From an optimization exercise on the open Yosys and OpenROAD flow, aimed at small area, a short achievable clock period and few clock cycles per item; shortcuts taken in it are not production practice. Only simulation tests tie the RTL to the original design; equivalence was not proved.

==> maple: inputs <==
## gf128_field
module gf128_field (
    input  wire         clk,
    input  wire         rst,         
    input  wire         req_valid,
    output wire         req_ready,
    input  wire [1:0]   req_op,
    input  wire [127:0] req_a,
    input  wire [127:0] req_b,
    output reg          rsp_valid,
    output wire [127:0] rsp_data
);
make LEC_CHECK=0 CAP_MARGIN=20 CORE_MARGIN=2 CORE_UTILIZATION=40 SETUP_SLACK_MARGIN=0.6 SLEW_MARGIN=20 finish   # period 6.0 ns
run.sh (not shown) runs the stock make flow with config.mk's settings and CLKGATE_MAP_FILE= SYNTH_SCRIPT=/design/flow/synth_recipe.tcl, a recipe that flattens the netlist after the stock synthesis.
==> yarrow: changes against maple <==
--- a/flow/design.v
+++ b/flow/design.v
@@ -577,103 +577,99 @@
   wire [127:0] zmul = p128
                     ^ (m2 ? f_rp64(p128) : 128'h0)
                     ^ ((m1 | m2) ? f_rz64(z) : 128'h0)
                     ^ (m1 ? z : 128'h0);
   reg          sq_z;           
   wire [127:0] sq1 = f_sq(sq_z ? z : s);
   wire [127:0] sq2 = f_sq(sq1);
   wire [127:0] sq4 = f_sq(f_sq(sq2));
-  wire [127:0] tsq1 = f_sq(t);
-  wire [127:0] tsq2 = f_sq(tsq1);
+  wire [127:0] tsq2 = f_sq(f_sq(t));
   wire mul_free = ~(m0 | m1 | m2);
   wire e_zero   = (e == 64'h0);
   wire fin_mul = (mode == OP_MUL) & m2;
   wire fin_pow = (mode == OP_POW) & e_zero & (m2 | mul_free) & ~tinit;
   wire fin_inv = (mode == OP_INV) & m2 & (ist == I_FINW);
   wire fin     = busy & (fin_mul | fin_pow | fin_inv);
   wire load    = (~busy | fin) & req_valid & ~acc_pend;
   reg        x_from_a, x_from_z, x_from_zm, x_one;
   reg        y_from_b, y_from_s, y_from_sq, y_from_t;
-  reg        t_from_z, t_from_sq1, t_from_sq2;
+  reg        t_from_z, t_from_sq2;
   reg        s_from_a, s_from_sq1, s_from_sq2, s_from_sq4;
   reg        e_load, e_sh1, e_sh2, e_sh4;
   reg        z_from_s, z_one;
   reg        start;
   always @* begin
     x_from_a = 1'b0; x_from_z = 1'b0; x_from_zm = 1'b0; x_one = 1'b0;
     y_from_b = 1'b0; y_from_s = 1'b0; y_from_sq = 1'b0; y_from_t = 1'b0;
-    t_from_z = 1'b0; t_from_sq1 = 1'b0; t_from_sq2 = 1'b0;
+    t_from_z = 1'b0; t_from_sq2 = 1'b0;
     s_from_a = 1'b0; s_from_sq1 = 1'b0; s_from_sq2 = 1'b0; s_from_sq4 = 1'b0;
     e_load = 1'b0; e_sh1 = 1'b0; e_sh2 = 1'b0; e_sh4 = 1'b0;
     z_from_s = 1'b0; z_one = 1'b0;
     start = 1'b0;
     sq_z = 1'b0;
     if (load) begin
       case (req_op)
         OP_POW: begin
           s_from_a = 1'b1;
+          x_from_a = 1'b1;
           e_load   = 1'b1;
         end
         OP_INV: begin
           s_from_a = 1'b1;
+          x_from_a = 1'b1;
         end
         default: begin
           x_from_a = 1'b1;
           y_from_b = 1'b1;
           start    = 1'b1;
         end
       endcase
     end
     if (busy && !fin) begin
       if (mode == OP_POW) begin
         if (tinit) begin
           if (!tst) begin
-            x_from_a  = 1'b1;
             y_from_sq = 1'b1;
             start     = 1'b1;
           end else if (mul_free) begin
             t_from_z  = 1'b1;
           end
         end else if (!e_zero) begin
-          if (e[0]) begin
-            if (one && !e[1]) begin
+          if (e[1:0] != 2'b00) begin
+            if (one && e[1:0] == 2'b01) begin
               z_from_s   = 1'b1;
               s_from_sq2 = 1'b1;
               t_from_sq2 = 1'b1;
               e_sh2      = 1'b1;
             end else if (one | m2 | mul_free) begin
               x_one      = one;
               x_from_zm  = ~one & m2;
               x_from_z   = ~one & mul_free;
-              y_from_s   = ~e[1];
-              y_from_t   = e[1];
+              y_from_s   = (e[1:0] == 2'b01);
+              y_from_sq  = (e[1:0] == 2'b10);
+              y_from_t   = (e[1:0] == 2'b11);
               start      = 1'b1;
               s_from_sq2 = 1'b1;
               t_from_sq2 = 1'b1;
               e_sh2      = 1'b1;
             end
-          end else if (e[1]) begin
-            s_from_sq1 = 1'b1;
-            t_from_sq1 = 1'b1;
-            e_sh1      = 1'b1;
           end else if (!tneed && e[3:2] == 2'b00) begin
             s_from_sq4 = 1'b1;
             e_sh4      = 1'b1;
           end else begin
             s_from_sq2 = 1'b1;
             t_from_sq2 = 1'b1;
             e_sh2      = 1'b1;
           end
         end
       end else if (mode == OP_INV) begin
         case (ist)
           I_START: begin
             s_from_sq1 = 1'b1;
-            x_from_a   = 1'b1;
             y_from_sq  = 1'b1;
             start      = 1'b1;
           end
           I_SQ: begin
             if (icnt > 5'd1) begin
               s_from_sq4 = 1'b1;
             end else if (icnt == 5'd1) begin
               s_from_sq2 = 1'b1;
@@ -716,18 +712,19 @@
       m1 <= m0;
       m2 <= m1;
       if (load) begin
         busy     <= 1'b1;
         mode     <= req_op;
         acc_pend <= (req_op != OP_INV);
         one      <= 1'b1;
         ist      <= I_START;
-        tneed    <= |(req_b[63:0] & {req_b[62:0], 1'b0});
-        tinit    <= (req_op == OP_POW) && |(req_b[63:0] & {req_b[62:0], 1'b0});
+        tneed    <= |(req_b[63:0] & {req_b[62:0], 1'b0} & 64'haaaa_aaaa_aaaa_aaaa);
+        tinit    <= (req_op == OP_POW) &&
+                    |(req_b[63:0] & {req_b[62:0], 1'b0} & 64'haaaa_aaaa_aaaa_aaaa);
         tst      <= 1'b0;
       end else begin
         if (fin)
           busy <= 1'b0;
         if (req_valid)
           acc_pend <= 1'b0;
         if (busy && !fin && mode == OP_POW && (z_from_s || x_one))
           one <= 1'b0;
@@ -764,49 +761,49 @@
             end
             default: ;
           endcase
         end
       end
     end
   end
   always @(posedge clk) begin
-    if (start) begin
-      if (x_from_zm) begin
-        xa <= zmul[127:64];
-        xb <= zmul[63:0];
-      end else if (x_from_a) begin
-        xa <= req_a[127:64];
-        xb <= req_a[63:0];
-      end else if (x_from_z) begin
-        xa <= z[127:64];
-        xb <= z[63:0];
-      end else begin   
-        xa <= 64'h0;
-        xb <= 64'h1;
-      end
-    end else begin
-      xa <= m0 ? (xa ^ xb) : xb;
+    if (x_from_a) begin
+      xa <= req_a[127:64];
+      xb <= req_a[63:0];
+    end else if (x_from_z) begin
+      xa <= z[127:64];
+      xb <= z[63:0];
+    end else if (x_from_zm) begin
+      xa <= zmul[127:64];
+      xb <= zmul[63:0];
+    end else if (x_one) begin
+      xa <= 64'h0;
+      xb <= 64'h1;
+    end else if (m0) begin
+      xa <= xa ^ xb;
+    end else if (m1) begin
+      xa <= xb;
     end
-    if (start) begin
-      if (y_from_b) begin
-        ya <= req_b[127:64];
-        yb <= req_b[63:0];
-      end else if (y_from_s) begin
-        ya <= s[127:64];
-        yb <= s[63:0];
-      end else if (y_from_sq) begin
-        ya <= sq1[127:64];
-        yb <= sq1[63:0];
-      end else begin   
-        ya <= t[127:64];
-        yb <= t[63:0];
-      end
-    end else begin
-      ya <= m0 ? (ya ^ yb) : yb;
+    if (y_from_b) begin
+      ya <= req_b[127:64];
+      yb <= req_b[63:0];
+    end else if (y_from_s) begin
+      ya <= s[127:64];
+      yb <= s[63:0];
+    end else if (y_from_sq) begin
+      ya <= sq1[127:64];
+      yb <= sq1[63:0];
+    end else if (y_from_t) begin
+      ya <= t[127:64];
+      yb <= t[63:0];
+    end else if (m0) begin
+      ya <= ya ^ yb;
+    end else if (m1) begin
+      ya <= yb;
     end
     if (m0 | m1 | m2)
       z <= zmul;
     else if (z_from_s)
       z <= s;
     else if (fin & (mode == OP_POW) & one)
       z <= 128'h1;
     if (s_from_a)
@@ -816,18 +813,16 @@
     else if (s_from_sq2)
       s <= sq2;
     else if (s_from_sq1)
       s <= sq1;
     if (t_from_z)
       t <= z;
     else if (t_from_sq2)
       t <= tsq2;
-    else if (t_from_sq1)
-      t <= tsq1;
     if (e_load)
       e <= req_b[63:0];
     else if (e_sh4)
       e <= {4'b0000, e[63:4]};
     else if (e_sh2)
       e <= {2'b00, e[63:2]};
     else if (e_sh1)
       e <= {1'b0, e[63:1]};
==> flow/config.mk (replaced) <==
export PLATFORM = sky130hd
export DESIGN_NAME = gf128_field
export DESIGN_NICKNAME = gf128_field
export VERILOG_FILES = /design/flow/design.v
export SDC_FILE = /design/flow/constraint.sdc
export NUM_CORES = 4
export LEC_CHECK = 0
export CAP_MARGIN = 20
export CORE_MARGIN = 2
export CORE_UTILIZATION = 40
export SLEW_MARGIN = 20
==> violet: changes against maple <==
--- a/flow/design.v
+++ b/flow/design.v
@@ -557,123 +557,101 @@
   reg         acc_pend;
   reg [1:0]   mode;
   reg         m0, m1, m2;      
   reg [63:0]  xa, xb, ya, yb;  
   reg [127:0] z;
   reg [127:0] s;
   reg [63:0]  e;
   reg         one;             
-  reg [127:0] t;
-  reg         tneed;           
-  reg         tinit;           
-  reg         tst;
   reg [2:0]   ist;
   reg [2:0]   ij;
   reg [4:0]   icnt;
   assign req_ready = acc_pend;
   assign rsp_data  = z;
   wire [126:0] p;
   gf_ka64 u_mul (.a(xa), .b(ya), .p(p));
   wire [127:0] p128 = {1'b0, p};
   wire [127:0] zmul = p128
                     ^ (m2 ? f_rp64(p128) : 128'h0)
                     ^ ((m1 | m2) ? f_rz64(z) : 128'h0)
                     ^ (m1 ? z : 128'h0);
   reg          sq_z;           
   wire [127:0] sq1 = f_sq(sq_z ? z : s);
   wire [127:0] sq2 = f_sq(sq1);
   wire [127:0] sq4 = f_sq(f_sq(sq2));
-  wire [127:0] tsq1 = f_sq(t);
-  wire [127:0] tsq2 = f_sq(tsq1);
   wire mul_free = ~(m0 | m1 | m2);
   wire e_zero   = (e == 64'h0);
   wire fin_mul = (mode == OP_MUL) & m2;
-  wire fin_pow = (mode == OP_POW) & e_zero & (m2 | mul_free) & ~tinit;
+  wire fin_pow = (mode == OP_POW) & e_zero & (m2 | mul_free);
   wire fin_inv = (mode == OP_INV) & m2 & (ist == I_FINW);
   wire fin     = busy & (fin_mul | fin_pow | fin_inv);
   wire load    = (~busy | fin) & req_valid & ~acc_pend;
   reg        x_from_a, x_from_z, x_from_zm, x_one;
-  reg        y_from_b, y_from_s, y_from_sq, y_from_t;
-  reg        t_from_z, t_from_sq1, t_from_sq2;
+  reg        y_from_b, y_from_s, y_from_sq;
   reg        s_from_a, s_from_sq1, s_from_sq2, s_from_sq4;
   reg        e_load, e_sh1, e_sh2, e_sh4;
   reg        z_from_s, z_one;
   reg        start;
   always @* begin
     x_from_a = 1'b0; x_from_z = 1'b0; x_from_zm = 1'b0; x_one = 1'b0;
-    y_from_b = 1'b0; y_from_s = 1'b0; y_from_sq = 1'b0; y_from_t = 1'b0;
-    t_from_z = 1'b0; t_from_sq1 = 1'b0; t_from_sq2 = 1'b0;
+    y_from_b = 1'b0; y_from_s = 1'b0; y_from_sq = 1'b0;
     s_from_a = 1'b0; s_from_sq1 = 1'b0; s_from_sq2 = 1'b0; s_from_sq4 = 1'b0;
     e_load = 1'b0; e_sh1 = 1'b0; e_sh2 = 1'b0; e_sh4 = 1'b0;
     z_from_s = 1'b0; z_one = 1'b0;
     start = 1'b0;
     sq_z = 1'b0;
     if (load) begin
       case (req_op)
         OP_POW: begin
           s_from_a = 1'b1;
           e_load   = 1'b1;
         end
         OP_INV: begin
           s_from_a = 1'b1;
+          x_from_a = 1'b1;
         end
         default: begin
           x_from_a = 1'b1;
           y_from_b = 1'b1;
           start    = 1'b1;
         end
       endcase
     end
     if (busy && !fin) begin
       if (mode == OP_POW) begin
-        if (tinit) begin
-          if (!tst) begin
-            x_from_a  = 1'b1;
-            y_from_sq = 1'b1;
-            start     = 1'b1;
-          end else if (mul_free) begin
-            t_from_z  = 1'b1;
-          end
-        end else if (!e_zero) begin
+        if (!e_zero) begin
           if (e[0]) begin
-            if (one && !e[1]) begin
+            if (one) begin
               z_from_s   = 1'b1;
-              s_from_sq2 = 1'b1;
-              t_from_sq2 = 1'b1;
-              e_sh2      = 1'b1;
-            end else if (one | m2 | mul_free) begin
-              x_one      = one;
-              x_from_zm  = ~one & m2;
-              x_from_z   = ~one & mul_free;
-              y_from_s   = ~e[1];
-              y_from_t   = e[1];
+              s_from_sq1 = 1'b1;
+              e_sh1      = 1'b1;
+            end else if (m2 | mul_free) begin
+              x_from_zm  = m2;
+              x_from_z   = mul_free;
+              y_from_s   = 1'b1;
               start      = 1'b1;
-              s_from_sq2 = 1'b1;
-              t_from_sq2 = 1'b1;
-              e_sh2      = 1'b1;
+              s_from_sq1 = 1'b1;
+              e_sh1      = 1'b1;
             end
-          end else if (e[1]) begin
-            s_from_sq1 = 1'b1;
-            t_from_sq1 = 1'b1;
-            e_sh1      = 1'b1;
-          end else if (!tneed && e[3:2] == 2'b00) begin
+          end else if (e[3:1] == 3'b000) begin
             s_from_sq4 = 1'b1;
             e_sh4      = 1'b1;
-          end else begin
+          end else if (!e[1]) begin
             s_from_sq2 = 1'b1;
-            t_from_sq2 = 1'b1;
             e_sh2      = 1'b1;
+          end else begin
+            s_from_sq1 = 1'b1;
+            e_sh1      = 1'b1;
           end
         end
       end else if (mode == OP_INV) begin
         case (ist)
           I_START: begin
             s_from_sq1 = 1'b1;
-            x_from_a   = 1'b1;
             y_from_sq  = 1'b1;
             start      = 1'b1;
           end
           I_SQ: begin
             if (icnt > 5'd1) begin
               s_from_sq4 = 1'b1;
             end else if (icnt == 5'd1) begin
               s_from_sq2 = 1'b1;
@@ -716,31 +694,23 @@
       m1 <= m0;
       m2 <= m1;
       if (load) begin
         busy     <= 1'b1;
         mode     <= req_op;
         acc_pend <= (req_op != OP_INV);
         one      <= 1'b1;
         ist      <= I_START;
-        tneed    <= |(req_b[63:0] & {req_b[62:0], 1'b0});
-        tinit    <= (req_op == OP_POW) && |(req_b[63:0] & {req_b[62:0], 1'b0});
-        tst      <= 1'b0;
       end else begin
         if (fin)
           busy <= 1'b0;
         if (req_valid)
           acc_pend <= 1'b0;
-        if (busy && !fin && mode == OP_POW && (z_from_s || x_one))
+        if (busy && !fin && mode == OP_POW && z_from_s)
           one <= 1'b0;
-        if (busy && !fin && mode == OP_POW && tinit) begin
-          tst <= 1'b1;
-          if (t_from_z)
-            tinit <= 1'b0;
-        end
         if (busy && !fin && mode == OP_INV) begin
           case (ist)
             I_START: begin
               ist  <= I_SQ;
               ij   <= 3'd0;
               icnt <= 5'd0;
             end
             I_SQ: begin
@@ -764,70 +734,61 @@
             end
             default: ;
           endcase
         end
       end
     end
   end
   always @(posedge clk) begin
-    if (start) begin
-      if (x_from_zm) begin
-        xa <= zmul[127:64];
-        xb <= zmul[63:0];
-      end else if (x_from_a) begin
-        xa <= req_a[127:64];
-        xb <= req_a[63:0];
-      end else if (x_from_z) begin
-        xa <= z[127:64];
-        xb <= z[63:0];
-      end else begin   
-        xa <= 64'h0;
-        xb <= 64'h1;
-      end
-    end else begin
-      xa <= m0 ? (xa ^ xb) : xb;
+    if (x_from_a) begin
+      xa <= req_a[127:64];
+      xb <= req_a[63:0];
+    end else if (x_from_z) begin
+      xa <= z[127:64];
+      xb <= z[63:0];
+    end else if (x_from_zm) begin
+      xa <= zmul[127:64];
+      xb <= zmul[63:0];
+    end else if (x_one) begin
+      xa <= 64'h0;
+      xb <= 64'h1;
+    end else if (m0) begin
+      xa <= xa ^ xb;
+    end else if (m1) begin
+      xa <= xb;
     end
-    if (start) begin
-      if (y_from_b) begin
-        ya <= req_b[127:64];
-        yb <= req_b[63:0];
-      end else if (y_from_s) begin
-        ya <= s[127:64];
-        yb <= s[63:0];
-      end else if (y_from_sq) begin
-        ya <= sq1[127:64];
-        yb <= sq1[63:0];
-      end else begin   
-        ya <= t[127:64];
-        yb <= t[63:0];
-      end
-    end else begin
-      ya <= m0 ? (ya ^ yb) : yb;
+    if (y_from_b) begin
+      ya <= req_b[127:64];
+      yb <= req_b[63:0];
+    end else if (y_from_s) begin
+      ya <= s[127:64];
+      yb <= s[63:0];
+    end else if (y_from_sq) begin
+      ya <= sq1[127:64];
+      yb <= sq1[63:0];
+    end else if (m0) begin
+      ya <= ya ^ yb;
+    end else if (m1) begin
+      ya <= yb;
     end
     if (m0 | m1 | m2)
       z <= zmul;
     else if (z_from_s)
       z <= s;
     else if (fin & (mode == OP_POW) & one)
       z <= 128'h1;
     if (s_from_a)
       s <= req_a;
     else if (s_from_sq4)
       s <= sq4;
     else if (s_from_sq2)
       s <= sq2;
     else if (s_from_sq1)
       s <= sq1;
-    if (t_from_z)
-      t <= z;
-    else if (t_from_sq2)
-      t <= tsq2;
-    else if (t_from_sq1)
-      t <= tsq1;
     if (e_load)
       e <= req_b[63:0];
     else if (e_sh4)
       e <= {4'b0000, e[63:4]};
     else if (e_sh2)
       e <= {2'b00, e[63:2]};
     else if (e_sh1)
       e <= {1'b0, e[63:1]};
==> flow/config.mk (replaced) <==
export PLATFORM = sky130hd
export DESIGN_NAME = gf128_field
export DESIGN_NICKNAME = gf128_field
export VERILOG_FILES = /design/flow/design.v
export SDC_FILE = /design/flow/constraint.sdc
export NUM_CORES = 4
export LEC_CHECK = 0
export CAP_MARGIN = 20
export CORE_MARGIN = 2
export CORE_UTILIZATION = 40
export SLEW_MARGIN = 20
==> comparison table <==
Result of the run: yarrow complete, but fails checks; maple complete, no violations; violet complete, but fails checks
Layout check failures: yarrow negative setup slack; maple -; violet negative setup slack
Number of synthesized flops with an enable pin: yarrow 720; maple 592; violet 589
Worst setup slack for register-to-register paths: yarrow -230 ps; maple 510 ps; violet -90 ps
Crit share post-route: yarrow 103.8%; maple 91.43%; violet 101.5%
Worst Path Buf+Inv: yarrow 5; maple 1; violet 1
Die span in y: yarrow 483.2 um; maple 488.8 um; violet 462.5 um
Standard cell core area: yarrow 0.2279 sq mm; maple 0.2332 sq mm; violet 0.2094 sq mm
Global routing met1 resource utilization: yarrow 59.02%; maple 63.05%; violet 56.90%
Startpoint of the most critical setup path: yarrow ya[17]; maple xa[55]; violet xa[50]
Setup-failing EPs final: yarrow 8; maple 0; violet 6
Starting density of the core: yarrow 40.30%; maple 40.31%; violet 40.16%
Clock Network Area Fraction: yarrow 2.665%; maple 2.683%; violet 2.444%
Area growth, synth to finish: yarrow 21.16%; maple 20.13%; violet 20.72%
Worst hold-check slack: yarrow 541.9 ps; maple 541.8 ps; violet 537.7 ps
Hold Path Stages: yarrow 1; maple 2; violet 1
Sequential cell area in the final layout: yarrow 0.02175 sq mm; maple 0.02057 sq mm; violet 0.01782 sq mm
Final Util: yarrow 48.83%; maple 48.43%; violet 48.48%
Total number of clock tree sinks: yarrow 726; maple 726; violet 595
Number of signal-net inverters in the final layout: yarrow 33; maple 24; violet 23
Non-clock buffer share: yarrow 13.57%; maple 12.10%; violet 14.00%
Crit-path slowest cell: yarrow edfxtp_1; maple xnor3_4; violet edfxtp_1
Testbench counts of maple, summed over its fixed seeds: cycles 5,515, items 360.
Testbench counts of yarrow, summed over its fixed seeds: cycles 5,769, items 360.
Testbench counts of violet, summed over its fixed seeds: cycles 7,001, items 360.

[re-timing with driven ports]
In the flow no input, the clock included, has a driving cell. The finished layouts below were timed again as built, in two steps. Step 1 sets driving cells, clkbuf_16 on the clock port and buf_2 on the other inputs (assumed; they add their load-dependent delay and slew). Step 2 moves the port delays by t, midway between the first and last clock arrival at a register: inputs arrive t later, outputs are due t later. That takes back most of the time a late clock gives input paths. a / b / c = no drivers / after step 1 / after step 2; a / b = the first two.
run	shift t [ns]	slack for setup (ns)	hold WS [ns]	worst data-port slew with drivers (ns)	cell pins on the clock port's net
maple	0.861	0.514 / 0.514 / 0.514	0.542 / 0.542 / 0.542	0.18	1
yarrow	0.859	-0.226 / -0.226 / -0.226	0.542 / 0.542 / 0.542	0.13	1
violet	0.797	-0.091 / -0.091 / -0.091	0.538 / 0.538 / 0.538	0.12	1
